Context: an optimization exercise on an open-source flow, tuned for small area, a short achievable clock period and few clock cycles per item. The choices shown serve that exercise and are no tape-out recipe. Only simulation tests tie the RTL to the original design; equivalence was not proved.

## flow/design.v (module list and top-level ports; edited modules follow where they fit)
// module hpf_fmul: 141 lines
// module hpf_mul24: 1016 lines
// module hpf_fadd: 99 lines
// module hpf_core: 183 lines
module hpf_core (
    input  wire        clk,
    input  wire        rst,
    input  wire        cfg_we,
    input  wire [3:0]  cfg_addr,
    input  wire [31:0] cfg_data,
    input  wire        in_valid,
    output wire        in_ready,
    input  wire [31:0] in_v1,
    input  wire [31:0] in_v2,
    input  wire        in_clr,
    output reg         out_valid,
    output reg  [31:0] out_p,
    output reg  [31:0] out_y
);
  // ...
==> flow/run.sh <==
#!/bin/bash
# synth_recipe.tcl (not shown) runs the flow's synth.tcl, then flattens the netlist and writes it again
# the make line also repeats each setting of config.mk as NAME=value (left out here)
make -C /OpenROAD-flow-scripts/flow DESIGN_CONFIG=/design/flow/config.mk WORK_HOME=/design/flow/orfs CLKGATE_MAP_FILE= SYNTH_SCRIPT=/design/flow/synth_recipe.tcl finish
==> flow/config.mk <==
export PLATFORM = sky130hd
export DESIGN_NAME = hpf_core
export DESIGN_NICKNAME = hpf_core
export VERILOG_FILES = /design/flow/design.v
export SDC_FILE = /design/flow/constraint.sdc
export NUM_CORES = 4
export LEC_CHECK = 0
export ABC_CLOCK_PERIOD_IN_PS = 18000
export CAP_MARGIN = 20
export CORE_MARGIN = 2
export CORE_UTILIZATION = 55
export PLACE_DENSITY = 0.75
export SLEW_MARGIN = 20
==> flow/constraint.sdc <==
create_clock -name core_clock -period 24.0 [get_ports {clk}]
set_input_delay 4.8000 -clock core_clock [delete_from_list [all_inputs] [get_ports {clk}]]
set_output_delay 4.8000 -clock core_clock [all_outputs]
set_load 0.01 [all_outputs]
==> reports/results.ini, run 1 <==
[sta]
setup_tns_ns=0
max_freq_mhz=154.5
finalMaxSlewViolations=0
fin_skew_ns=0.05751

[drt]
wl_met2_mm=105.0

[synth]
synth_top_family_by_area=adder cells
yosys-top-cells-area=edfxtp_1 (34%), dfxtp_1 (13%), fa_1 (12%), and2_1 (4.4%), inv_1 (3.5%)
ys_types=94
synth_area_per_cell_um2=11.08
synth_xor_area_share_pct=2.302
synth_top_cells_by_count=edfxtp_1 (899), inv_1 (753), nand2_1 (741), and2_1 (564), dfxtp_1 (538)
synth_compound_area_share_pct=10.97
synthArstFlopShare_pct=0
post_synth_instance_area_um2=79890

[layout]
instances_no_fill=9301
ff_latch_area_um2=37780
sh_seq_area_pct=42.62
nNonClkBuffers=313
drive_above_1_share_pct=7.679
finalNetCount=8066

[status]
status=complete, no violations

[global_route]
gr-usage-met2_pct=48.60
top_usage_layer=met2

[setup_path]
crit_end=out_p[25]
arrival_ns=1.67
rrSetupSlack_ns=17.91
worst-path-buf-inv=1
end_kind=output pin
path_class=reg2out

[clock_tree]
cts_tree=built
cts_root_buf=clkbuf_16

[place]
gp_congestion=0.9673
portBuffers=170
placedInstanceArea_um2=83640

[floorplan]
core_um2=143800

Testbench counts, summed over its fixed seeds: cycles 27,372, items 1,600.
==> module hpf_fmul, before the edit <==
module hpf_fmul (
    input  wire        clk,
    input  wire [31:0] a,
    input  wire [31:0] b,
    input  wire        absy,
    output reg  [31:0] y
);
    wire [7:0]  ea = a[30:23];
    wire [7:0]  eb = b[30:23];
    wire        a_ez = (ea == 8'h00);
    wire        b_ez = (eb == 8'h00);
    wire        a_fz = (a[22:0] == 23'h0);
    wire        b_fz = (b[22:0] == 23'h0);
    wire        a_e1 = (ea == 8'hff);
    wire        b_e1 = (eb == 8'hff);
    wire        a_nan = a_e1 & ~a_fz;
    wire        b_nan = b_e1 & ~b_fz;
    wire        a_inf = a_e1 & a_fz;
    wire        b_inf = b_e1 & b_fz;
    wire        a_zero = a_ez & a_fz;
    wire        b_zero = b_ez & b_fz;
    wire        nan1  = a_nan | b_nan | (a_inf & b_zero) | (b_inf & a_zero);
    wire        inf1  = a_inf | b_inf;
    wire        zero1 = a_zero | b_zero | (a_ez & b_ez);
    wire [22:0] fsub = a_ez ? a[22:0] : b[22:0];
    reg  [4:0]  lz;
    integer i;
    always @* begin
        lz = 5'd0;
        for (i = 0; i < 23; i = i + 1)
            if (fsub[i]) lz = 5'd23 - i[4:0];
    end
    wire [23:0] nsub = {1'b0, fsub} << lz;
    wire [23:0] ma1  = a_ez ? nsub : {1'b1, a[22:0]};
    wire [23:0] mb1  = (b_ez & ~a_ez) ? nsub : {1'b1, b[22:0]};
    wire [4:0]  lze  = (a_ez | b_ez) ? lz : 5'd0;
    wire [9:0]  E1 = {2'b00, ea} + {2'b00, eb} + {9'b0, a_ez} + {9'b0, b_ez}
                   - 10'd127;
    reg [23:0] ma2, mb2;
    reg [9:0]  Eb2;
    reg [4:0]  lz2;
    reg        s2, nan2, inf2, zero2;
    always @(posedge clk) begin
        ma2   <= ma1;
        mb2   <= mb1;
        Eb2   <= E1;
        lz2   <= lze;
        s2    <= a[31] ^ b[31];
        nan2  <= nan1;
        inf2  <= inf1;
        zero2 <= zero1;
    end
    wire [47:0] ps, pc;
    hpf_mul24 u_tree (.a(ma2), .b(mb2), .s(ps), .c(pc));
    wire [9:0]  E2   = Eb2 - {5'b0, lz2};
    wire        Esg  = E2[9];                     
    wire        Ege1 = ~Esg & (E2 != 10'd0);      
    wire        uf   = Esg & (E2 <= 10'h3e7);      
    wire [9:0]  k0   = 10'd3 - E2;                
    wire [4:0]  ksub = (uf | k0 > 10'd27) ? 5'd27 : k0[4:0];
    wire        ov0  = ~Esg & (E2 >= 10'd255);
    wire        ov1  = ~Esg & (E2 >= 10'd254);
    wire [22:0] lo   = {1'b0, ps[21:0]} + {1'b0, pc[21:0]};
    wire [21:0] zx   = ps[21:0] ^ pc[21:0];
    wire [21:0] zo   = {ps[20:0] | pc[20:0], 1'b0};
    wire        st1  = (zx != zo);
    reg [25:0] ps3, pc3;
    reg        c3, st3;
    reg [7:0]  eb3;
    reg [4:0]  ks3;
    reg        s3, nan3, inf3, zero3, ege3, ov03, ov13;
    always @(posedge clk) begin
        ps3   <= ps[47:22];
        pc3   <= pc[47:22];
        c3    <= lo[22];
        st3   <= st1;
        eb3   <= E2[7:0];
        ks3   <= ksub;
        s3    <= s2;
        nan3  <= nan2;
        inf3  <= inf2;
        zero3 <= zero2 | uf;
        ege3  <= Ege1;
        ov03  <= ov0;
        ov13  <= ov1;
    end
    wire [25:0] P = ps3 + pc3 + {25'b0, c3};
    reg [25:0] ph4;
    reg        st4;
    reg [7:0]  eb4;
    reg [4:0]  ks4;
    reg        s4, nan4, inf4, zero4, ege4, ov04, ov14;
    always @(posedge clk) begin
        ph4   <= P;
        st4   <= st3;
        eb4   <= eb3;
        ks4   <= ks3;
        s4    <= s3;
        nan4  <= nan3;
        inf4  <= inf3;
        zero4 <= zero3;
        ege4  <= ege3;
        ov04  <= ov03;
        ov14  <= ov13;
    end
    wire        n  = ph4[25];
    wire [26:0] T  = {ph4, st4};
    wire [23:0] mN = n ? T[26:3] : T[25:2];
    wire        gN = n ? T[2] : T[1];
    wire        sN = n ? (T[1] | T[0]) : T[0];
    wire [27:0] sh = {T, 1'b0} >> ks4;
    wire [23:0] mS = sh[24:1];
    wire        gS = sh[0];
    reg  [25:0] mk;                  
    integer j;
    always @* begin
        for (j = 0; j < 26; j = j + 1)
            mk[j] = ({1'b0, ks4} > j[5:0] + 6'd1);
    end
    wire        sS = |(T[25:0] & mk);
    wire [23:0] m  = ege4 ? mN : mS;
    wire        g  = ege4 ? gN : gS;
    wire        st = ege4 ? sN : sS;
    wire        inc = g & (st | m[0]);
    wire [7:0]  base = ege4 ? (n ? eb4 : eb4 - 8'd1) : 8'd0;
    wire [30:0] bits = {base + {7'b0, m[23]}, m[22:0]} + {30'b0, inc};
    wire        ovf = ege4 & (n ? ov14 : ov04);
    wire        so  = s4 & ~absy;
    always @(posedge clk) begin
        if (nan4)
            y <= 32'h7fc00000;
        else if (inf4)
            y <= {so, 8'hff, 23'b0};
        else if (zero4)
            y <= {so, 31'b0};
        else if (ovf || bits[30:23] == 8'hff)
            y <= {so, 8'hff, 23'b0};
        else
            y <= {so, bits};
    end
endmodule
==> module hpf_core, before the edit <==
module hpf_core (
    input  wire        clk,
    input  wire        rst,
    input  wire        cfg_we,
    input  wire [3:0]  cfg_addr,
    input  wire [31:0] cfg_data,
    input  wire        in_valid,
    output wire        in_ready,
    input  wire [31:0] in_v1,
    input  wire [31:0] in_v2,
    input  wire        in_clr,
    output reg         out_valid,
    output reg  [31:0] out_p,
    output reg  [31:0] out_y
);
    reg        cw_we;
    reg [3:0]  cw_addr;
    reg [31:0] cw_data;
    reg [31:0] coef [0:15];
    always @(posedge clk) begin
        cw_we   <= cfg_we;
        cw_addr <= cfg_addr;
        cw_data <= cfg_data;
        if (cw_we)
            coef[cw_addr] <= cw_data;
    end
    reg [4:0]  ph;
    reg        vf0, vf1, vf2, vf3;
    reg        clr0, clr1, clr2;
    reg        z0, z1, z2;        
    reg        rdy;
    wire acc = in_valid & rdy & ~rst;
    assign in_ready = rdy;
    wire        fend  = (ph == 5'd16);
    wire [4:0]  ph_n  = fend ? 5'd0 : ph + 5'd1;
    wire        vf1_n = fend ? vf0 : vf1;
    wire        vf2_n = fend ? vf1 : vf2;
    wire        vf3_n = fend ? vf2 : vf3;
    always @(posedge clk) begin
        if (rst) begin
            ph  <= 5'd0;
            vf0 <= 1'b0;
            vf1 <= 1'b0;
            vf2 <= 1'b0;
            vf3 <= 1'b0;
        end else begin
            ph  <= ph_n;
            if (fend) begin
                vf0 <= acc;
                vf1 <= vf0;
                vf2 <= vf1;
                vf3 <= vf2;
            end
        end
        rdy <= ~rst & (ph_n == 5'd16);
        if (fend) begin
            clr0 <= in_clr;
            clr1 <= clr0;
            clr2 <= clr1;
        end
        out_valid <= ~rst & vf2 & (ph == 5'd7);
    end
    wire [31:0] mo, ao;
    reg  [31:0] mo_d1;
    reg  [31:0] hv1, hv2, hp, hy1;
    reg  [31:0] w1_0, w1_1, w1_2, w2_0, w2_1, w2_2;
    reg  [4:0]  msel;             
    reg  [3:0]  ci;
    reg  [31:0] cb;
    reg         absy;
    reg  [5:0]  wsel;             
    reg         asel_ao, asel_md, ab_ao, asub;
    reg         we_w2_0, we_w1_0, we_w1_1, we_w2_1, we_w2_2, we_w1_2;
    reg         ld_v1in, ld_v1mo, ld_v1ao, ld_v2, ld_p, ld_y1;
    wire        z0_n = z0 & ~we_w1_0;
    wire        z1_n = z1 & ~we_w1_1;
    always @* begin
        case (ph_n)
            5'd1:  ci = 4'd1;
            5'd2:  ci = 4'd3;
            5'd3:  ci = 4'd2;
            5'd4:  ci = 4'd4;
            5'd5:  ci = 4'd5;
            5'd6:  ci = 4'd15;
            5'd7:  ci = 4'd11;
            5'd8:  ci = 4'd13;
            5'd9:  ci = 4'd12;
            5'd10: ci = 4'd14;
            5'd11: ci = 4'd0;
            5'd12: ci = 4'd6;
            5'd13: ci = 4'd8;
            5'd14: ci = 4'd7;
            5'd15: ci = 4'd9;
            default: ci = 4'd10;
        endcase
    end
    always @(posedge clk) begin
        cb <= (ph_n == 5'd0) ? in_v2 : coef[ci];
        case (ph_n)
            5'd0, 5'd6, 5'd8, 5'd10:      msel <= 5'b00001;    
            5'd2, 5'd13:                  msel <= 5'b00010;    
            5'd1, 5'd3, 5'd11:            msel <= 5'b00100;    
            5'd4, 5'd5, 5'd12, 5'd14:     msel <= 5'b01000;    
            default:                      msel <= 5'b10000;    
        endcase
        absy <= (ph_n == 5'd9);
        wsel    <= 6'b000000;
        asel_ao <= 1'b0;
        asel_md <= 1'b0;
        ab_ao   <= 1'b0;
        asub    <= 1'b0;
        case (ph_n)
            5'd15: wsel <= (z0_n | clr0) ? 6'b0 : 6'b000001;             
            5'd9:  wsel <= (z1_n | clr1) ? 6'b0 : 6'b000010;             
            5'd3: begin                                                  
                wsel    <= (clr2 | vf3 | z2) ? 6'b0 : 6'b000100;
                asel_ao <= ~clr2 & vf3;
            end
            5'd10: begin wsel <= (z0 | clr1) ? 6'b0 : 6'b001000; ab_ao <= 1'b1; end   
            5'd4:  begin wsel <= (z1 | clr2) ? 6'b0 : 6'b010000; ab_ao <= 1'b1; end   
            5'd16: begin wsel <= (z2 | clr2) ? 6'b0 : 6'b100000; ab_ao <= 1'b1; end   
            default: begin asel_md <= 1'b1; asub <= 1'b1; end           
        endcase
        we_w2_0 <= ~rst & vf1_n & (ph_n == 5'd12);
        we_w1_0 <= ~rst & vf1_n & (ph_n == 5'd14);
        we_w2_1 <= ~rst & vf2_n & (ph_n == 5'd6);
        we_w1_1 <= ~rst & vf2_n & (ph_n == 5'd8);
        we_w2_2 <= ~rst & vf3_n & (ph_n == 5'd1);
        we_w1_2 <= ~rst & vf3_n & (ph_n == 5'd3);
        ld_v1in <= (ph_n == 5'd16);
        ld_v1mo <= (ph_n == 5'd4);
        ld_v1ao <= (ph_n == 5'd7);
        ld_v2   <= (ph_n == 5'd2);
        ld_p    <= (ph_n == 5'd10);
        ld_y1   <= (ph_n == 5'd13);
    end
    wire [31:0] ma = ({32{msel[0]}} & hv1) | ({32{msel[1]}} & ao)
                   | ({32{msel[2]}} & hp)  | ({32{msel[3]}} & hv2)
                   | ({32{msel[4]}} & hy1);
    hpf_fmul u_mul (.clk(clk), .a(ma), .b(cb), .absy(absy), .y(mo));
    wire [31:0] aa = ({32{wsel[0]}} & w1_0) | ({32{wsel[1]}} & w1_1)
                   | ({32{wsel[2]}} & w1_2) | ({32{wsel[3]}} & w2_0)
                   | ({32{wsel[4]}} & w2_1) | ({32{wsel[5]}} & w2_2)
                   | ({32{asel_ao}} & ao)   | ({32{asel_md}} & mo_d1);
    wire [31:0] ab = ab_ao ? ao : mo;
    hpf_fadd u_add (.clk(clk), .a(aa), .b(ab), .sub(asub), .y(ao));
    always @(posedge clk) begin
        if (rst) begin
            z0 <= 1'b1;
            z1 <= 1'b1;
            z2 <= 1'b1;
        end else begin
            if (we_w1_0) z0 <= 1'b0;
            if (we_w1_1) z1 <= 1'b0;
            if (we_w1_2) z2 <= 1'b0;
        end
        if (we_w2_0) w2_0 <= ao;
        if (we_w1_0) w1_0 <= ao;
        if (we_w2_1) w2_1 <= ao;
        if (we_w1_1) w1_1 <= ao;
        if (we_w2_2) w2_2 <= ao;
        if (we_w1_2) w1_2 <= ao;
    end
    always @(posedge clk) begin
        mo_d1 <= mo;
        if (ld_v1in)
            hv1 <= in_v1;
        else if (ld_v1mo)
            hv1 <= mo;             
        else if (ld_v1ao)
            hv1 <= ao;             
        if (ld_v2)
            hv2 <= ao;             
        if (ld_p)
            hp <= mo;              
        if (ld_y1)
            hy1 <= ao;             
        if (ld_p)
            out_p <= hp;           
        if (ld_v1ao)
            out_y <= ao;           
    end
endmodule
==> inputs of run 2 (changes only) <==
--- a/flow/design.v
+++ b/flow/design.v
@@ -1,13 +1,13 @@
 module hpf_fmul (
     input  wire        clk,
     input  wire [31:0] a,
+    input  wire        a_ez,      
     input  wire [31:0] b,
     input  wire        absy,
     output reg  [31:0] y
 );
     wire [7:0]  ea = a[30:23];
     wire [7:0]  eb = b[30:23];
-    wire        a_ez = (ea == 8'h00);
     wire        b_ez = (eb == 8'h00);
     wire        a_fz = (a[22:0] == 23'h0);
     wire        b_fz = (b[22:0] == 23'h0);
@@ -60,19 +60,33 @@
     wire [4:0]  ksub = (uf | k0 > 10'd27) ? 5'd27 : k0[4:0];
     wire        ov0  = ~Esg & (E2 >= 10'd255);
     wire        ov1  = ~Esg & (E2 >= 10'd254);
-    wire [22:0] lo   = {1'b0, ps[21:0]} + {1'b0, pc[21:0]};
     wire [21:0] zx   = ps[21:0] ^ pc[21:0];
+    wire [21:0] zg   = ps[21:0] & pc[21:0];
     wire [21:0] zo   = {ps[20:0] | pc[20:0], 1'b0};
     wire        st1  = (zx != zo);
+    reg  [5:0]  gg, gp;
+    integer k, b2;
+    always @* begin
+        for (k = 0; k < 6; k = k + 1) begin
+            gg[k] = 1'b0;
+            gp[k] = 1'b1;
+            for (b2 = 4 * k; b2 < 4 * k + 4 && b2 < 22; b2 = b2 + 1) begin
+                gg[k] = zg[b2] | (zx[b2] & gg[k]);
+                gp[k] = gp[k] & zx[b2];
+            end
+        end
+    end
     reg [25:0] ps3, pc3;
-    reg        c3, st3;
+    reg [5:0]  gg3, gp3;
+    reg        st3;
     reg [7:0]  eb3;
     reg [4:0]  ks3;
     reg        s3, nan3, inf3, zero3, ege3, ov03, ov13;
     always @(posedge clk) begin
         ps3   <= ps[47:22];
         pc3   <= pc[47:22];
-        c3    <= lo[22];
+        gg3   <= gg;
+        gp3   <= gp;
         st3   <= st1;
         eb3   <= E2[7:0];
         ks3   <= ksub;
@@ -84,6 +98,13 @@
         ov03  <= ov0;
         ov13  <= ov1;
     end
+    reg c3;
+    integer q;
+    always @* begin
+        c3 = 1'b0;
+        for (q = 0; q < 6; q = q + 1)
+            c3 = gg3[q] | (gp3[q] & c3);
+    end
     wire [25:0] P = ps3 + pc3 + {25'b0, c3};
     reg [25:0] ph4;
     reg        st4;
@@ -1393,7 +1414,12 @@
     wire [31:0] ma = ({32{msel[0]}} & hv1) | ({32{msel[1]}} & ao)
                    | ({32{msel[2]}} & hp)  | ({32{msel[3]}} & hv2)
                    | ({32{msel[4]}} & hy1);
-    hpf_fmul u_mul (.clk(clk), .a(ma), .b(cb), .absy(absy), .y(mo));
+    reg         hv1_z, hv2_z, hp_z, hy1_z;
+    wire        ao_z = (ao[30:23] == 8'h00);
+    wire        mo_z = (mo[30:23] == 8'h00);
+    wire        ma_z = (msel[0] & hv1_z) | (msel[1] & ao_z) | (msel[2] & hp_z)
+                     | (msel[3] & hv2_z) | (msel[4] & hy1_z);
+    hpf_fmul u_mul (.clk(clk), .a(ma), .a_ez(ma_z), .b(cb), .absy(absy), .y(mo));
     wire [31:0] aa = ({32{wsel[0]}} & w1_0) | ({32{wsel[1]}} & w1_1)
                    | ({32{wsel[2]}} & w1_2) | ({32{wsel[3]}} & w2_0)
                    | ({32{wsel[4]}} & w2_1) | ({32{wsel[5]}} & w2_2)
@@ -1419,21 +1445,30 @@
     end
     always @(posedge clk) begin
         mo_d1 <= mo;
-        if (ld_v1in)
-            hv1 <= in_v1;
-        else if (ld_v1mo)
-            hv1 <= mo;             
-        else if (ld_v1ao)
-            hv1 <= ao;             
-        if (ld_v2)
-            hv2 <= ao;             
-        if (ld_p)
-            hp <= mo;              
-        if (ld_y1)
-            hy1 <= ao;             
+        if (ld_v1in) begin
+            hv1   <= in_v1;
+            hv1_z <= (in_v1[30:23] == 8'h00);
+        end else if (ld_v1mo) begin
+            hv1   <= mo;           
+            hv1_z <= mo_z;
+        end else if (ld_v1ao) begin
+            hv1   <= ao;           
+            hv1_z <= ao_z;
+        end
+        if (ld_v2) begin
+            hv2   <= ao;           
+            hv2_z <= ao_z;
+        end
+        if (ld_p) begin
+            hp    <= mo;           
+            hp_z  <= mo_z;
+        end
+        if (ld_y1) begin
+            hy1   <= ao;           
+            hy1_z <= ao_z;
+        end
         if (ld_p)
             out_p <= hp;           
-        if (ld_v1ao)
-            out_y <= ao;           
+        out_y <= ao;               
     end
 endmodule
==> flow/flow/run.sh (new file) <==
#!/bin/bash
# The standard layout (the standard.sh, unchanged synthesis and steps),
# except that the port buffers that placement inserts are buf_2 cells
# instead of the delay buffers the resizer picks by default.
set -euo pipefail
export BUFFER_PORTS_ARGS="-buffer_cell sky130_fd_sc_hd__buf_2"
bash standard.sh finish > standard.log 2>&1
==> flow/standard.sh (new file) <==
#!/bin/bash
# synth_recipe.tcl (not shown) runs the flow's synth.tcl, then flattens the netlist and writes it again
# the make line also repeats each setting of config.mk as NAME=value (left out here)
make -C /OpenROAD-flow-scripts/flow DESIGN_CONFIG=/design/flow/config.mk WORK_HOME=/design/flow/orfs CLKGATE_MAP_FILE= SYNTH_SCRIPT=/design/flow/synth_recipe.tcl "${@:-finish}"
--- a/flow/config.mk
+++ b/flow/config.mk
@@ -8,6 +8,7 @@
 export ABC_CLOCK_PERIOD_IN_PS = 18000
 export CAP_MARGIN = 20
 export CORE_MARGIN = 2
-export CORE_UTILIZATION = 55
-export PLACE_DENSITY = 0.75
+export CORE_UTILIZATION = 60
+export CTS_BUF_LIST = sky130_fd_sc_hd__clkbuf_8
+export PLACE_DENSITY = 0.8
 export SLEW_MARGIN = 20
removed: flow/run.sh
==> run 2 against run 1 <==
Against the previous run:
- sequential cell count up 14
- die area decreased by 7.8%
- global-route usage is 3.4 points higher
- synthesized cell count up 0.67%
- first-iteration DRC count up 14%
- sequential share of layout area increased by 0.40 points
- routed wire length grew 3.2%
- critical path depth did not move
- design area decreased by 0.93%
==> reports/results.ini, run 2 <==
[sta]
setup_tns_ns=0  ; unchanged
max_freq_mhz=157.7  ; was 154.5 MHz
rsz0062_at_grt=false  ; unchanged
setup_viol=0  ; unchanged
fin_skew_ns=0.09910  ; was 0.05751 ns
finalMaxSlewViolations=0  ; unchanged
min_period_ns=6.342  ; was 6.472 ns
min_period_over_period_pct=26.42  ; was 26.97%
relSlewSlack_pct=15.92  ; was 21.82%
hold_viol=0  ; unchanged
worst_slew_pin_slew_ns=1.260  ; was 1.156 ns

[global_route]
grt_max_degree=178  ; was 98
overflow=0  ; unchanged
grt_pass1_wl_mm=354.5  ; was 346.0 mm
antenna_found_initial=16  ; was 8
grt_pass1_vias=58580  ; was 56,850
gr-usage-all-layers_pct=34.35  ; was 30.92%

[place]
gp_congestion=0.9862  ; was 0.9673
portBuffers=170  ; unchanged
hpwlAfterDp_mm=156.2  ; was 153.2 mm
post-place-cells=8950  ; was 9,028

[clock_tree]
postCtsHoldBufs=0  ; unchanged
post_cts.repair.setup_buffers=0  ; unchanged
htreeDepth=4  ; unchanged
clkTransAtPathRegs_ns=0.06  ; about the same
cts_root_buf=clkbuf_8  ; was clkbuf_16
cts.repair.resized=0  ; unchanged
cts_tree=built  ; unchanged
insertion_delay_ns=1.02  ; was 0.79 ns
clk_path_buf_depth=3  ; unchanged
cts.sinks=1451  ; was 1,437
cts_buffers=221  ; was 146

[synth]
ys_seq_area_share_pct=47.04  ; was 47.27%
ys_types=95  ; was 94
yosys-top-cells-area=edfxtp_1 (33%), dfxtp_1 (14%), fa_1 (12%), and2_1 (4.4%), inv_1 (3.5%)  ; was edfxtp_1 (34%), dfxtp_1 (13%), fa_1 (12%), and2_1 (4.4%), inv_1 (3.5%)
syn_inst=7259  ; was 7,211
synth_top_area_cell=edfxtp_1  ; unchanged
ys.flop_type=edfxtp_1  ; unchanged
synth_area_per_cell_um2=11.06  ; was 11.08 µm²
synthArstFlopShare_pct=0  ; unchanged
synth_top_cells_by_count=edfxtp_1 (871), inv_1 (753), nand2_1 (726), dfxtp_1 (580), and2_1 (567)  ; was edfxtp_1 (899), inv_1 (753), nand2_1 (741), and2_1 (564), dfxtp_1 (538)
synth_warnings=3  ; unchanged
synth_edf_count=871  ; was 899
post_synth_instance_area_um2=80290  ; was 79,890 µm²
synth-seq-cells=1451  ; was 1,437
syn_nets=8048  ; was 8,003
netlist.area_leader.share_pct=32.57  ; was 33.79%
synth_most_common_cell=edfxtp_1  ; unchanged

[worst_hold_path]
holdCritPathClass=reg2reg  ; unchanged

[setup_path]
worst-path-buf-inv=1  ; unchanged
crit_chain=buf_2  ; was clkdlybuf4s50_1
path_class=reg2out  ; unchanged
cp-start-kind=register  ; unchanged
critical_path_required_ns=19.20  ; about the same
critical_path.max_fanout=1  ; unchanged
arrival_ns=1.54  ; was 1.67 ns
cp_slowest_cell=dfxtp_1  ; was clkdlybuf4s50_1
cpPeakStageDelay_ns=0.38  ; was 0.55 ns
path_delay_family=flip-flops  ; was buffers and inverters
end_kind=output pin  ; unchanged

[floorplan]
die-area_um2=136800  ; was 148,300 µm²
die_h_um=369.8  ; was 385.1 µm
initial_utilization_pct=60.31  ; was 55.54%
ios=171  ; unchanged
core_um2=133100  ; was 143,800 µm²
die_w_um=369.8  ; was 385.1 µm
fp-row-count=134  ; was 139

[layout]
finalNetCount=8195  ; was 8,066
largest_register=coef  ; unchanged
largest_reg_flops=512  ; unchanged
layout_commonest_cell=edfxtp_1  ; unchanged
final_cell_mix=edfxtp_1 (871), inv_1 (825), nand2_1 (724)  ; was edfxtp_1 (899), inv_1 (752), nand2_1 (739)
area_delta_synth_final_pct=9.375  ; was 10.97%
instances_no_fill=9368  ; was 9,301
drive_above_1_share_pct=11.20  ; was 7.679%

[status]
status=complete, no violations  ; unchanged

[drt]
ant_nets=0  ; unchanged
wl_per_cell_um=25.12  ; was 24.52 µm
viasPerCell=6.281  ; was 6.118
remaining_drc_errors=0  ; unchanged
finalWirelength_mm=235.4  ; was 228.1 mm
vias=58840  ; was 56,910
drt_first_pass_iters=8  ; was 9
drtIter0Drc=7171  ; was 6,307

[flow_run]
drv_cap=0  ; unchanged

==> run 2: changes by cell type after synthesis, moves of 11 or more <==
cell and change:
and4_1 +11, dfxtp_1 +42, mux2_2 +24, and3_1 -20
mux2i_1 -32, xor2_1 +17, xnor2_1 -15, nand2_1 -15
nor3_1 +22, nor2_4 +18, nor2_1 -27, edfxtp_1 -28
a21oi_1 -15
==> run 2: area by class of cell <==
class                      instances  area [µm²]
fill                            9855       45300
tap                             1768        2212
antenna                            5       12.51
inverter                         754        2830
timing repair buffer             320        2002
multi-input combinational       4658       38290
sequential                      1451       37780
clock inverter                   162        1257
clock buffer                     250        3441
==> run 2: kinds of logic (layout without fill, tap and decap cells) <==
| logic type | after synthesis | count (layout) | share of synthesized area [%] |
|---|---|---|---|
| AOI/OAI and AO/OA | 1280 | 1280 | 11.04 |
| xor gates and xnor gates | 212 | 212 | 2.313 |
| adders and majority gates | 684 | 684 | 15.25 |
| buffers and inverters | 1150 | 1486 | 5.509 |
| DFF | 1451 | 1451 | 47.04 |
| muxes | 381 | 381 | 5.534 |
| other | 0 | 5 | 0 |
| and+or+nand+nor | 2101 | 2101 | 13.32 |
==> run 2: worst paths after layout <==
check | start | to | slack [ns] | depth (start not counted)
hold / removal | u_mul.eb3[4] | u_mul.eb4[4] | 0.29 | 0
setup / recovery | out_y[30] | out_y[30] | 17.66 | 1
hold reg to reg | u_mul.eb3[4] | u_mul.eb4[4] | 0.29 | 0
setup reg to reg | u_add.d2[0] | u_add.sum3[25] | 17.78 | 20
==> run 2: per-layer routing <==
metal  GRT usage, %  vias to the layer above  wire [µm]
li1               -                    25640          -
met1          46.99                    28810      90710
met2          51.76                     3693     104300
met3          8.881                      688      28970
met4          15.63                       12      11330
met5              0                        -         85
==> run 2: per-stage QoR <==
stage / utilization [%] / instance area (µm²) / hold WS, ns / worst slack [ns]
finish: 65.97 / 87820 / 0.2914 / 17.66
global route: 65.96 / 87810 / 0.2826 / 17.45
CTS: 65.95 / 87800 / 0.2900 / 17.59
detailed placement: 62.42 / 83100 / 0.3121 / 17.94
global placement: 62.42 / 83100 / 0.3110 / 18.11
floorplan: - / 80290 / 0.3096 / 18.45
Testbench counts of run 2, summed over its fixed seeds: cycles 27,372, items 1,600.
==> inputs of run 3 (changes only) <==
--- a/flow/config.mk
+++ b/flow/config.mk
@@ -8,7 +8,6 @@
 export ABC_CLOCK_PERIOD_IN_PS = 18000
 export CAP_MARGIN = 20
 export CORE_MARGIN = 2
-export CORE_UTILIZATION = 60
-export CTS_BUF_LIST = sky130_fd_sc_hd__clkbuf_8
-export PLACE_DENSITY = 0.8
+export CORE_UTILIZATION = 55
+export PLACE_DENSITY = 0.75
 export SLEW_MARGIN = 20
==> run 3 against run 2 <==
Against the previous run:
- clock skew decreased by 0.011 ns
- die area increased by 9.0%
- routed wire length decreased by 1.3%
- non-clock buffer count decreased by 15
- sequential share of layout area decreased by 0.28 points
- first-iteration DRC count decreased by 8.1%
- fmax increased by 0.46%
- critical path type is now reg2reg
==> reports/results.ini, run 3 <==
[status]
status=complete, no violations  ; unchanged

[clock_tree]
post_cts.repair.setup_buffers=0  ; unchanged
clkTransAtPathRegs_ns=0.06  ; about the same
cts.repair.resized=0  ; unchanged
cts.sinks=1451  ; unchanged
cts_root_buf=clkbuf_16  ; was clkbuf_8
insertion_delay_ns=0.82  ; was 1.02 ns
postCtsHoldBufs=0  ; unchanged
cts_buffers=149  ; was 221
cts_tree=built  ; unchanged
clk_path_buf_depth=3  ; unchanged
htreeDepth=4  ; unchanged

[setup_path]
arrival_ns=6.97  ; was 1.54 ns
end_kind=register  ; was output pin
critical_path.max_fanout=23  ; was 1
rr_worst_depth=18  ; was 20
cp-start-kind=register  ; unchanged
critical_path_required_ns=24.66  ; was 19.20 ns
path_class=reg2reg  ; was reg2out
crit_start=u_add.d2[2]  ; was out_y[30]
worstReg2RegStart=u_add.d2[2]  ; was u_add.d2[0]

[layout]
area_delta_synth_final_pct=10.09  ; was 9.375%
final_cell_mix=edfxtp_1 (871), inv_1 (753), nand2_1 (724)  ; was edfxtp_1 (871), inv_1 (825), nand2_1 (724)
drive_above_1_share_pct=10.18  ; was 11.20%
fin_util_pct=60.87  ; was 65.97%
instances_no_fill=9368  ; unchanged
finalNetCount=8108  ; was 8,195
layout_commonest_cell=edfxtp_1  ; unchanged
largest_reg_flops=512  ; unchanged
largest_register=coef  ; unchanged

[global_route]
grt_max_degree=205  ; was 178
antenna_found_initial=21  ; was 16
gr-usage-all-layers_pct=31.15  ; was 34.35%
overflow=0  ; unchanged
grt_pass1_vias=57410  ; was 58,580
grt_pass1_wl_mm=349.0  ; was 354.5 mm

[synth]
ys_types=95  ; unchanged
syn_inst=7259  ; unchanged
yosys-top-cells-area=edfxtp_1 (33%), dfxtp_1 (14%), fa_1 (12%), and2_1 (4.4%), inv_1 (3.5%)  ; unchanged
synthArstFlopShare_pct=0  ; unchanged
synth_top_cells_by_count=edfxtp_1 (871), inv_1 (753), nand2_1 (726), dfxtp_1 (580), and2_1 (567)  ; unchanged
post_synth_instance_area_um2=80290  ; unchanged
synth_area_per_cell_um2=11.06  ; unchanged
netlist.area_leader.share_pct=32.57  ; unchanged
syn_nets=8048  ; unchanged
ys_seq_area_share_pct=47.04  ; unchanged
synth_edf_count=871  ; unchanged
synth-seq-cells=1451  ; unchanged
synth_most_common_cell=edfxtp_1  ; unchanged
ys.flop_type=edfxtp_1  ; unchanged
synth_top_area_cell=edfxtp_1  ; unchanged
synth_warnings=3  ; unchanged

[place]
post-place-cells=9084  ; was 8,950
gp_congestion=0.9766  ; was 0.9862
portBuffers=170  ; unchanged
preCtsSetupSlack_ns=17.83  ; was 17.94 ns
hpwlAfterDp_mm=154.2  ; was 156.2 mm

[drt]
finalWirelength_mm=232.3  ; was 235.4 mm
vias=57820  ; was 58,840
ant_nets=0  ; unchanged
drt_first_pass_iters=9  ; was 8
remaining_drc_errors=0  ; unchanged
viasPerCell=6.172  ; was 6.281
wl_per_cell_um=24.79  ; was 25.12 µm
drtIter0Drc=6591  ; was 7,171

[floorplan]
die_w_um=386.1  ; was 369.8 µm
fp-row-count=140  ; was 134
ios=171  ; unchanged
core_um2=145200  ; was 133,100 µm²
die-area_um2=149100  ; was 136,800 µm²
die_h_um=386.1  ; was 369.8 µm
initial_utilization_pct=55.29  ; was 60.31%

[sta]
finalMaxSlewViolations=0  ; unchanged
worst_slew_pin_slew_ns=1.148  ; was 1.260 ns
min_period_ns=6.313  ; was 6.342 ns
relSlewSlack_pct=23.39  ; was 15.92%
setup_viol=0  ; unchanged
setup_tns_ns=0  ; unchanged
fin_ws_ns=17.69  ; was 17.66 ns
max_freq_mhz=158.4  ; was 157.7 MHz
hold_viol=0  ; unchanged
min_period_over_period_pct=26.30  ; was 26.42%
fin_skew_ns=0.08832  ; was 0.09910 ns
rsz0062_at_grt=false  ; unchanged

[worst_hold_path]
hp-start=u_mul.ks3[4]  ; was u_mul.eb3[4]
min_path_cells=0  ; unchanged
holdCritPathClass=reg2reg  ; unchanged

[flow_run]
drv_cap=0  ; unchanged

[run 3: cell counts after synthesis]
No cell type changed its count.
[run 3: metrics by stage]
| stage | area (µm²) | hold WS (ns) |
|---|---|---|
| floorplan | 80290 | 0.3096 |
| global route | 88380 | 0.3242 |
| global placement | 83190 | 0.3103 |
| CTS | 88340 | 0.3253 |
| detailed placement | 83190 | 0.3121 |
| finish | 88390 | 0.3200 |
[run 3: cell families (layout without fill, tap and decap cells)]
logic type / count (synthesis) / after routing / share of synthesized area (%)
fa+ha+maj: 684 / 684 / 15.25
buf+inv: 1150 / 1336 / 5.509
mux: 381 / 381 / 5.534
xor+xnor: 212 / 212 / 2.313
compound gates: 1280 / 1280 / 11.04
flops: 1451 / 1451 / 47.04
simple gates: 2101 / 2101 / 13.32
other cells: 0 / 6 / 0
[run 3: final cells by class]
type	count	area [µm²]
Inverter	754	2830
Multi-Input combinational cell	4658	38290
Timing Repair Buffer	305	1922
Clock inverter	65	904.6
Sequential cell	1451	37780
Tap cell	1917	2399
Antenna cell	6	15.01
Fill cell	11330	56820
Clock buffer	212	4250
[run 3: routing by layer]
layer  share of wire (%)  track usage, %  up-vias
met1                  40           42.33    28640
met2                  45           47.75     3179
met4                 4.5           13.42       14
met5               0.057               0        -
met3                  11           7.639      594
li1                    -               -    25400
[run 3: final timing paths]
kind / endpoint / slack, ns
worst max-delay path: u_add.sum3[27] / 17.69
worst min-delay path: u_mul.ks4[4] / 0.32
worst max register to register: u_add.sum3[27] / 17.69
worst min register to register: u_mul.ks4[4] / 0.32
[run 3: critical path: stages (launching register included)]
cell and delay (ns):
dfxtp_1 0.86, inv_1 0.57, mux2i_1 0.24, or2_2 0.32
nor4_1 0.35, nand2_1 0.09, mux2_2 0.26, or4_1 0.40
a221oi_1 0.39, ha_1 0.29, nand3_1 0.10, or4_1 0.51
a32o_1 0.32, o31ai_1 0.57, o311a_1 0.28, a221o_1 0.23
a211o_1 0.15, a21oi_1 0.08, xnor2_1 0.13
==> inputs of run 4 (changes only) <==
--- a/flow/config.mk
+++ b/flow/config.mk
@@ -8,6 +8,7 @@
 export ABC_CLOCK_PERIOD_IN_PS = 18000
 export CAP_MARGIN = 20
 export CORE_MARGIN = 2
-export CORE_UTILIZATION = 55
-export PLACE_DENSITY = 0.75
+export CORE_UTILIZATION = 65
+export CTS_BUF_LIST = sky130_fd_sc_hd__clkbuf_8
+export PLACE_DENSITY = 0.85
 export SLEW_MARGIN = 20
==> run 4 against run 3 <==
Against the previous run:
- clock-buffer cell count up 47
- register-to-register slack better by 0.11 ns
- first-iteration DRC count up 14%
- critical path depth down 17
- sequential share of layout area up 0.49 points
- via count up 2.4%
- synthesized cell count unchanged
- die area down 15%
- critical path type is now reg2out
==> reports/results.ini, run 4 <==
[status]
status=complete, no violations  ; unchanged

[clock_tree]
cts.repair.resized=0  ; unchanged
clkTransAtPathRegs_ns=0.07  ; was 0.06 ns
insertion_delay_ns=0.96  ; was 0.82 ns
htreeDepth=4  ; unchanged
cts_buffers=221  ; was 149
cts_tree=built  ; unchanged
cts.sinks=1451  ; unchanged
clk_path_buf_depth=3  ; unchanged
postCtsHoldBufs=0  ; unchanged
post_cts.repair.setup_buffers=0  ; unchanged
cts_root_buf=clkbuf_8  ; was clkbuf_16

[sta]
hold_viol=0  ; unchanged
hold_ws_ns=0.3187  ; was 0.3200 ns
max_freq_mhz=154.2  ; was 158.4 MHz
worst_slew_pin_slew_ns=1.204  ; was 1.148 ns
finalMaxSlewViolations=0  ; unchanged
setup_viol=0  ; unchanged
min_period_ns=6.486  ; was 6.313 ns
fin_skew_ns=0.06170  ; was 0.08832 ns
relSlewSlack_pct=19.65  ; was 23.39%
setup_tns_ns=0  ; unchanged
rsz0062_at_grt=false  ; unchanged
min_period_over_period_pct=27.03  ; was 26.30%

[setup_path]
cp_slowest_cell=edfxtp_1  ; was dfxtp_1
crit_chain=buf_2  ; was inv_1 > mux2i_1 > or2_2 > nor4_1 > nand2_1 > mux2_2 > or4_1 > a221oi_1 > ha_1 > nand3_1 > or4_1 > a32o_1 > o31ai_1 > o311a_1 > a221o_1 > a211o_1 > a21oi_1 > xnor2_1
worstReg2RegStart=ph[0]  ; was u_add.d2[2]
reg2reg_to=cb[10]  ; was u_add.sum3[27]
path_depth=1  ; was 18
worst-path-buf-inv=1  ; unchanged
path_delay_family=flip-flops  ; was compound AO/OA/AOI/OAI gates
path_class=reg2out  ; was reg2reg
end_kind=output pin  ; was register
arrival_ns=1.69  ; was 6.97 ns
critical_path.max_fanout=1  ; was 23
critical_path_required_ns=19.20  ; was 24.66 ns
cpPeakStageDelay_ns=0.53  ; was 0.86 ns
rrSetupSlack_ns=17.80  ; was 17.69 ns
rr_worst_depth=15  ; was 18
cp-start-kind=register  ; unchanged

[place]
placedInstanceArea_um2=82770  ; was 83,190 µm²
portBuffers=170  ; unchanged
hpwlAfterDp_mm=155.1  ; was 154.2 mm
gp_congestion=0.9718  ; was 0.9766

[layout]
layout_commonest_cell=edfxtp_1  ; unchanged
fin_area_um2=87390  ; was 88,390 µm²
largest_reg_flops=512  ; unchanged
num-fill-cells=8148  ; was 11,330
area_delta_synth_final_pct=8.845  ; was 10.09%
final_cell_mix=edfxtp_1 (871), inv_1 (835), nand2_1 (724)  ; was edfxtp_1 (871), inv_1 (753), nand2_1 (724)
largest_register=coef  ; unchanged
finalNetCount=8175  ; was 8,108
drive_above_1_share_pct=11.10  ; was 10.18%

[drt]
remaining_drc_errors=0  ; unchanged
finalWirelength_mm=233.3  ; was 232.3 mm
drt_first_pass_iters=9  ; unchanged
ant_nets=0  ; unchanged
drtIter0Drc=7497  ; was 6,591
vias=59240  ; was 57,820
viasPerCell=6.427  ; was 6.172
wl_per_cell_um=25.31  ; was 24.79 µm

[synth]
yosys-top-cells-area=edfxtp_1 (33%), dfxtp_1 (14%), fa_1 (12%), and2_1 (4.4%), inv_1 (3.5%)  ; unchanged
syn_nets=8048  ; unchanged
synthArstFlopShare_pct=0  ; unchanged
synth_top_family_by_area=adder cells  ; unchanged
synth_top_cells_by_count=edfxtp_1 (871), inv_1 (753), nand2_1 (726), dfxtp_1 (580), and2_1 (567)  ; unchanged
synth_edf_count=871  ; unchanged
synth_fa_ha_area_share_pct=15.25  ; unchanged
synth_area_per_cell_um2=11.06  ; unchanged
netlist.area_leader.share_pct=32.57  ; unchanged
post_synth_instance_area_um2=80290  ; unchanged
synth_top_area_cell=edfxtp_1  ; unchanged
synth_most_common_cell=edfxtp_1  ; unchanged
ys.flop_type=edfxtp_1  ; unchanged
synth_xor_area_share_pct=2.313  ; unchanged
synthMuxAreaShare_pct=5.534  ; unchanged
synthSimpleGateAreaFrac_pct=13.32  ; unchanged
synth_warnings=3  ; unchanged
synth-seq-cells=1451  ; unchanged
synth_compound_area_share_pct=11.04  ; unchanged
ys_seq_area_share_pct=47.04  ; unchanged
ys_types=95  ; unchanged
syn_inst=7259  ; unchanged

[global_route]
gr-usage-all-layers_pct=36.87  ; was 31.15%
grt_pass1_wl_mm=352.9  ; was 349.0 mm
antenna_found_initial=11  ; was 21
overflow=0  ; unchanged
grt_pass1_vias=59830  ; was 57,410
grt_max_degree=197  ; was 205

[worst_hold_path]
hold-path-endpoint=u_add.inf4  ; was u_mul.ks4[4]
min_path_cells=0  ; unchanged
hp-start=u_add.inf3  ; was u_mul.ks3[4]
holdCritPathClass=reg2reg  ; unchanged

[flow_run]
drv_cap=0  ; unchanged

[floorplan]
fp-row-count=128  ; was 140
ios=171  ; unchanged
die_w_um=355.5  ; was 386.1 µm
die_h_um=355.5  ; was 386.1 µm
initial_utilization_pct=65.71  ; was 55.29%
die-area_um2=126400  ; was 149,100 µm²
core_um2=122200  ; was 145,200 µm²

-- run 4: cell type report --
class	count	area, µm²	share of cell area, %
Inverter	754	2830	3.238
Timing Repair Buffer	300	1839	2.105
Clock buffer	259	3565	4.079
Antenna cell	9	22.52	0.02577
Tap cell	1625	2033	2.326
Clock inverter	161	1036	1.185
Multi-Input combinational cell	4658	38290	43.81
Sequential cell	1451	37780	43.23
-- run 4: metrics by stage --
stage / setup WS [ns] / std cells / utilization, %
6_report: 17.51 / 9217 / 71.52
5_1_grt: 17.26 / 9209 / 71.50
4_1_cts: 17.49 / 9208 / 71.50
3_5_place_dp: 17.94 / 8788 / 67.73
3_3_place_gp: 18.03 / 8788 / 67.73
2_1_floorplan: 18.45 / 7259 / -
-- run 4: logic make-up (layout without fill, tap and decap cells) --
family / Yosys count / count (layout)
simple gates: 2101 / 2101
flops: 1451 / 1451
compound gates: 1280 / 1280
buf+inv: 1150 / 1474
xor+xnor: 212 / 212
other cells: 0 / 9
mux: 381 / 381
fa+ha+maj: 684 / 684
-- run 4: how the worst max path moves through the flow --
stage | from | to | slack, ns
final | out_p[5] | out_p[5] | 17.51
after detailed placement | u_add.d2[2] | u_add.sum3[27] | 17.94
after global placement | u_add.d2[2] | u_add.sum3[27] | 18.03
after global routing | ph[0] | cb[10] | 17.26
after floorplan | u_add.d2[0] | u_add.sum3[27] | 18.45
after CTS | out_p[6] | out_p[6] | 17.49
-- run 4: worst reg2reg max path, delay by kind of cell (launching register included) --
family | cells | cell delay, ns
AO/OA/AOI/OAI | 6 | 1.36
AND/OR/NAND/NOR | 4 | 1.78
buffers and inverters | 4 | 2.49
adder cells (fa/ha/maj) | 1 | 0.15
flip-flops | 1 | 0.39
-- run 4: layer usage --
layer	routed length (µm)	GRT usage [%]
met2	104200	56.09
met4	11750	17.66
met5	30	0
met1	86960	49.26
met3	30340	10.21
==> module hpf_fadd, before the edit <==
module hpf_fadd (
    input  wire        clk,
    input  wire [31:0] a,
    input  wire [31:0] b,
    input  wire        sub,
    output reg  [31:0] y
);
    wire [31:0] bb = {b[31] ^ sub, b[30:0]};
    wire a_e1 = (a[30:23] == 8'hff);
    wire b_e1 = (bb[30:23] == 8'hff);
    wire a_fz = (a[22:0] == 23'h0);
    wire b_fz = (bb[22:0] == 23'h0);
    wire a_nan = a_e1 & ~a_fz;
    wire b_nan = b_e1 & ~b_fz;
    wire a_inf = a_e1 & a_fz;
    wire b_inf = b_e1 & b_fz;
    wire        swap = bb[30:0] > a[30:0];
    wire [31:0] p = swap ? bb : a;
    wire [31:0] q = swap ? a : bb;
    wire        pz = (p[30:23] == 8'h00);
    wire        qz = (q[30:23] == 8'h00);
    wire [7:0]  ep = {p[30:24], p[23] | pz};
    wire [7:0]  ea1 = {a[30:24], a[23] | (a[30:23] == 8'h00)};
    wire [7:0]  eb1 = {bb[30:24], bb[23] | (bb[30:23] == 8'h00)};
    wire [7:0]  dab = ea1 - eb1;
    wire [7:0]  dba = eb1 - ea1;
    wire [4:0]  dabc = (dab > 8'd26) ? 5'd26 : dab[4:0];
    wire [4:0]  dbac = (dba > 8'd26) ? 5'd26 : dba[4:0];
    reg [23:0] mp2, mq2;
    reg [4:0]  d2;
    reg [7:0]  ep2;
    reg        s2, sub2, nan2, inf2;
    always @(posedge clk) begin
        mp2  <= {~pz, p[22:0]};
        mq2  <= {~qz, q[22:0]};
        d2   <= swap ? dbac : dabc;
        ep2  <= ep;
        s2   <= p[31];
        sub2 <= p[31] ^ q[31];
        nan2 <= a_nan | b_nan | (a_inf & b_inf & (a[31] ^ bb[31]));
        inf2 <= a_inf | b_inf;
    end
    wire [49:0] qsh   = {mq2, 26'b0} >> d2;
    wire [26:0] mq_al = {qsh[49:24], |qsh[23:0]};
    wire [27:0] sum   = {1'b0, mp2, 3'b0} + ({1'b0, mq_al} ^ {28{sub2}}) + {27'b0, sub2};
    reg [27:0] sum3;
    reg [7:0]  ep3;
    reg        s3, sub3, nan3, inf3;
    always @(posedge clk) begin
        sum3 <= sum;
        ep3  <= ep2;
        s3   <= s2;
        sub3 <= sub2;
        nan3 <= nan2;
        inf3 <= inf2;
    end
    reg [4:0] lz;
    integer i;
    always @* begin
        lz = 5'd27;
        for (i = 0; i < 27; i = i + 1)
            if (sum3[i]) lz = 5'd26 - i[4:0];
    end
    wire [7:0]  epm1 = ep3 - 8'd1;
    wire [8:0]  dlz  = {1'b0, ep3} - {4'b0, lz};      
    wire        lzok = ~dlz[8] & (dlz != 9'd0);
    wire [4:0]  lsh  = lzok ? lz : epm1[4:0];
    wire [26:0] nl   = sum3[26:0] << lsh;
    reg [26:0] n4;
    reg [8:0]  e4;
    reg        s4, sub4, nan4, inf4, zero4;
    always @(posedge clk) begin
        n4    <= sum3[27] ? {sum3[27:2], sum3[1] | sum3[0]} : nl;
        e4    <= sum3[27] ? {1'b0, ep3} + 9'd1 : (lzok ? dlz : 9'd1);
        s4    <= s3;
        sub4  <= sub3;
        nan4  <= nan3;
        inf4  <= inf3;
        zero4 <= (sum3 == 28'd0);
    end
    wire [23:0] m   = n4[26:3];
    wire        g   = n4[2];
    wire        st  = n4[1] | n4[0];
    wire        inc = g & (st | m[0]);
    wire [7:0]  ef  = e4[7:0] - 8'd1 + {7'b0, m[23]};
    wire [30:0] bits = {ef, m[22:0]} + {30'b0, inc};
    always @(posedge clk) begin
        if (nan4)
            y <= 32'h7fc00000;
        else if (inf4)
            y <= {s4, 8'hff, 23'b0};
        else if (zero4)
            y <= {~sub4 & s4, 31'b0};
        else if (e4 > 9'd254 || bits[30:23] == 8'hff)
            y <= {s4, 8'hff, 23'b0};
        else
            y <= {s4, bits[30:0]};
    end
endmodule
==> inputs of run 5 (changes only) <==
--- a/flow/design.v
+++ b/flow/design.v
@@ -1219,7 +1219,13 @@
         inf2 <= a_inf | b_inf;
     end
     wire [49:0] qsh   = {mq2, 26'b0} >> d2;
-    wire [26:0] mq_al = {qsh[49:24], |qsh[23:0]};
+    reg  [23:0] smk;
+    integer j;
+    always @* begin
+        for (j = 0; j < 24; j = j + 1)
+            smk[j] = ({1'b0, d2} > j[5:0] + 6'd2);
+    end
+    wire [26:0] mq_al = {qsh[49:24], |(mq2 & smk)};
     wire [27:0] sum   = {1'b0, mp2, 3'b0} + ({1'b0, mq_al} ^ {28{sub2}}) + {27'b0, sub2};
     reg [27:0] sum3;
     reg [7:0]  ep3;
--- a/flow/config.mk
+++ b/flow/config.mk
@@ -8,7 +8,7 @@
 export ABC_CLOCK_PERIOD_IN_PS = 18000
 export CAP_MARGIN = 20
 export CORE_MARGIN = 2
-export CORE_UTILIZATION = 65
+export CORE_UTILIZATION = 60
 export CTS_BUF_LIST = sky130_fd_sc_hd__clkbuf_8
-export PLACE_DENSITY = 0.85
+export PLACE_DENSITY = 0.8
 export SLEW_MARGIN = 20
==> run 5 against run 4 <==
Against the previous run:
- die area is 8.0% higher
- critical path depth stayed put
- design area about the same
- sequential share of layout area barely moved
- sequential cell count is the same
- final cell count rose by 1.3%
- routed wire length decreased by 4.4%
- first-iteration DRC count fell by 2.1%
- non-clock buffer count down 2
==> reports/results.ini, run 5 <==
[flow_run]
drv_cap=0  ; unchanged

[setup_path]
crit_start=out_p[23]  ; was out_p[5]
rrSetupSlack_ns=17.83  ; was 17.80 ns
crit_end=out_p[23]  ; was out_p[5]
worstReg2RegStart=u_mul.ma2[0]  ; was ph[0]
critical_path_required_ns=19.20  ; about the same
path_delay_family=flip-flops  ; unchanged
cp-start-kind=register  ; unchanged
worst-path-buf-inv=1  ; unchanged
critical_path.max_fanout=1  ; unchanged
path_depth=1  ; unchanged
cpPeakStageDelay_ns=0.40  ; was 0.53 ns
path_class=reg2out  ; unchanged
rr_worst_depth=16  ; was 15
reg2reg_to=u_mul.st3  ; was cb[10]
cp_slowest_cell=edfxtp_1  ; unchanged
crit_chain=buf_2  ; unchanged
end_kind=output pin  ; unchanged
arrival_ns=1.54  ; was 1.69 ns

[synth]
ys_seq_area_share_pct=47.14  ; was 47.04%
synth_top_cells_by_count=edfxtp_1 (871), inv_1 (742), nand2_1 (726), dfxtp_1 (580), and2_1 (572)  ; was edfxtp_1 (871), inv_1 (753), nand2_1 (726), dfxtp_1 (580), and2_1 (567)
synth_edf_count=871  ; unchanged
synth_most_common_cell=edfxtp_1  ; unchanged
post_synth_instance_area_um2=80120  ; was 80,290 µm²
yosys-top-cells-area=edfxtp_1 (33%), dfxtp_1 (14%), fa_1 (12%), and2_1 (4.5%), inv_1 (3.5%)  ; was edfxtp_1 (33%), dfxtp_1 (14%), fa_1 (12%), and2_1 (4.4%), inv_1 (3.5%)
netlist.area_leader.share_pct=32.64  ; was 32.57%
syn_nets=8033  ; was 8,048
synth-seq-cells=1451  ; unchanged
synth_top_area_cell=edfxtp_1  ; unchanged
synthArstFlopShare_pct=0  ; unchanged
synth_area_per_cell_um2=11.07  ; was 11.06 µm²
ys_types=102  ; was 95
syn_inst=7241  ; was 7,259
synth_warnings=3  ; unchanged
ys.flop_type=edfxtp_1  ; unchanged

[sta]
rsz0062_at_grt=false  ; unchanged
hold_ws_ns=0.2646  ; was 0.3187 ns
setup_viol=0  ; unchanged
relSlewSlack_pct=25.01  ; was 19.65%
finalMaxSlewViolations=0  ; unchanged
min_period_over_period_pct=26.43  ; was 27.03%
setup_tns_ns=0  ; unchanged
fin_skew_ns=0.07356  ; was 0.06170 ns
max_freq_mhz=157.7  ; was 154.2 MHz
hold_viol=0  ; unchanged
worst_slew_pin_slew_ns=1.123  ; was 1.204 ns
min_period_ns=6.342  ; was 6.486 ns

[floorplan]
core_um2=133000  ; was 122,200 µm²
initial_utilization_pct=60.26  ; was 65.71%
fp-row-count=134  ; was 128
die-area_um2=136500  ; was 126,400 µm²
ios=171  ; unchanged
die_w_um=369.4  ; was 355.5 µm
die_h_um=369.4  ; was 355.5 µm

[place]
post-place-cells=8909  ; was 8,788
hpwlAfterDp_mm=149.2  ; was 155.1 mm
portBuffers=170  ; unchanged
gp_congestion=0.9884  ; was 0.9718

[global_route]
gr-usage-all-layers_pct=32.56  ; was 36.87%
grt_pass1_vias=57930  ; was 59,830
top_usage_layer=met2  ; unchanged
gr-usage-met2_pct=50.95  ; was 56.09%
overflow=0  ; unchanged
globalRouteMet1Util_pct=43.11  ; was 49.26%
use_met3_pct=8.574  ; was 10.21%
antenna_found_initial=15  ; was 11
grt_max_degree=195  ; was 197
grt_pass1_wl_mm=338.1  ; was 352.9 mm

[layout]
instances_no_fill=9333  ; was 9,217
largest_reg_flops=512  ; unchanged
finalNetCount=8157  ; was 8,175
drive_above_1_share_pct=10.52  ; was 11.10%
ff_latch_area_um2=37780  ; unchanged
largest_register=coef  ; unchanged
area_delta_synth_final_pct=9.165  ; was 8.845%
layout_commonest_cell=edfxtp_1  ; unchanged
multi_input_area_um2=38130  ; was 38,290 µm²
num-fill-cells=9812  ; was 8,148
final_cell_mix=edfxtp_1 (871), inv_1 (827), nand2_1 (724)  ; was edfxtp_1 (871), inv_1 (835), nand2_1 (724)

[clock_tree]
cts_root_buf=clkbuf_8  ; unchanged
insertion_delay_ns=1.01  ; was 0.96 ns
clk_path_buf_depth=3  ; unchanged
htreeDepth=4  ; unchanged
cts.sinks=1451  ; unchanged
clkTransAtPathRegs_ns=0.06  ; was 0.07 ns
cts.repair.resized=0  ; unchanged
post_cts.repair.setup_buffers=0  ; unchanged
cts_tree=built  ; unchanged
cts_buffers=221  ; unchanged
postCtsHoldBufs=0  ; unchanged

[drt]
ant_nets=0  ; unchanged
drt_first_pass_iters=9  ; unchanged
remaining_drc_errors=0  ; unchanged
viasPerCell=6.207  ; was 6.427
drtIter0Drc=7338  ; was 7,497
wl_per_cell_um=23.90  ; was 25.31 µm
finalWirelength_mm=223.1  ; was 233.3 mm
vias=57930  ; was 59,240

[status]
status=complete, no violations  ; unchanged

[worst_hold_path]
holdCritPathClass=reg2reg  ; unchanged

run 5: cell types whose count changed in the layout (fill, tap and decap cells not counted), moves of 14 or more:
cell,previous run,this run
a21oi_1,192,228
mux2_2,96,74
nor2_1,274,293
nor2_4,31,14
and3_1,20,35
nor3_1,83,97
run 5: worst min path at each step:
stage / start / to / slack, ns / cells past startpoint
after floorplan: u_add.ep2[0] / u_add.ep3[0] / 0.31 / 0
after global placement: u_mul.nan2 / u_mul.nan3 / 0.31 / 0
after detailed placement: u_mul.ks3[0] / u_mul.ks4[0] / 0.31 / 0
after CTS: u_mul.ov13 / u_mul.ov14 / 0.28 / 0
after global routing: u_mul.ov13 / u_mul.ov14 / 0.29 / 0
final: u_mul.ov13 / u_mul.ov14 / 0.26 / 0
run 5: cells by family (layout without fill, tap and decap cells):
logic type,count (synthesis),count (layout),share of synthesized area [%]
other cells,0,7,0
simple gates,2105,2105,13.17
mux,363,363,5.558
xor+xnor,209,209,2.285
buf+inv,1143,1460,5.502
compound gates,1283,1283,11.03
fa+ha+maj,687,687,15.33
flops,1451,1451,47.14
run 5: area by class of cell:
cell class	instances	share of cell area (%)
Antenna cell	7	0.02003
Clock buffer	254	3.997
Clock inverter	162	1.376
Inverter	746	3.201
Multi-Input combinational cell	4647	43.60
Sequential cell	1451	43.19
Tap cell	1768	2.529
Timing Repair Buffer	298	2.086
run 5: per-stage QoR:
| step | cell area, µm² | setup slack, ns | util [%] |
|---|---|---|---|
| 6_report | 87470 | 17.66 | 65.79 |
| 5_1_grt | 87450 | 17.43 | 65.78 |
| 4_1_cts | 87430 | 17.59 | 65.76 |
| 3_5_place_dp | 82730 | 17.92 | 62.23 |
| 3_3_place_gp | 82720 | 18.02 | 62.22 |
| 2_1_floorplan | 80120 | 18.61 | - |
run 5: metal layers:
metal | vias up | part of all wire, %
li1 | 25430 | -
met1 | 28470 | 38
met2 | 3412 | 46
met3 | 617 | 12
met4 | 12 | 4.2
met5 | - | 0.036
Testbench counts of run 5, summed over its fixed seeds: cycles 27,372, items 1,600.

[what the ideal ports hide]
The flow's constraints put no driver on any port. The routed layouts listed below were extracted and timed again, unchanged, in two steps. Step 1 assumes that a clkbuf_16 drives the clock port and a buf_2 every other input. Step 2, shift: input delay + t, output delay - t, t = (earliest + latest rising clock arrival at the registers) / 2. This alone moves slack from input paths to output paths. Three values: ideal, step 1, step 2; two values: the first two.
run	t (ns)	slack for setup (ns)	worst hold slack (ns)	clock arrival spread, ns	worst slew at a driven data input, ns
run 1	0.849	17.528 / 17.442 / 17.914	0.281 / 0.281 / 0.281	0.059 / 0.059	0.12
run 2	1.051	17.658 / 17.577 / 17.776	0.291 / 0.291 / 0.291	0.099 / 0.100	0.09
run 3	0.861	17.687 / 17.687 / 17.687	0.320 / 0.320 / 0.320	0.088 / 0.089	0.14
run 4	1.007	17.514 / 17.433 / 17.796	0.319 / 0.319 / 0.319	0.061 / 0.062	0.06
run 5	1.059	17.658 / 17.578 / 17.833	0.265 / 0.265 / 0.265	0.087 / 0.087	0.10
After both steps every run listed still meets setup and hold.
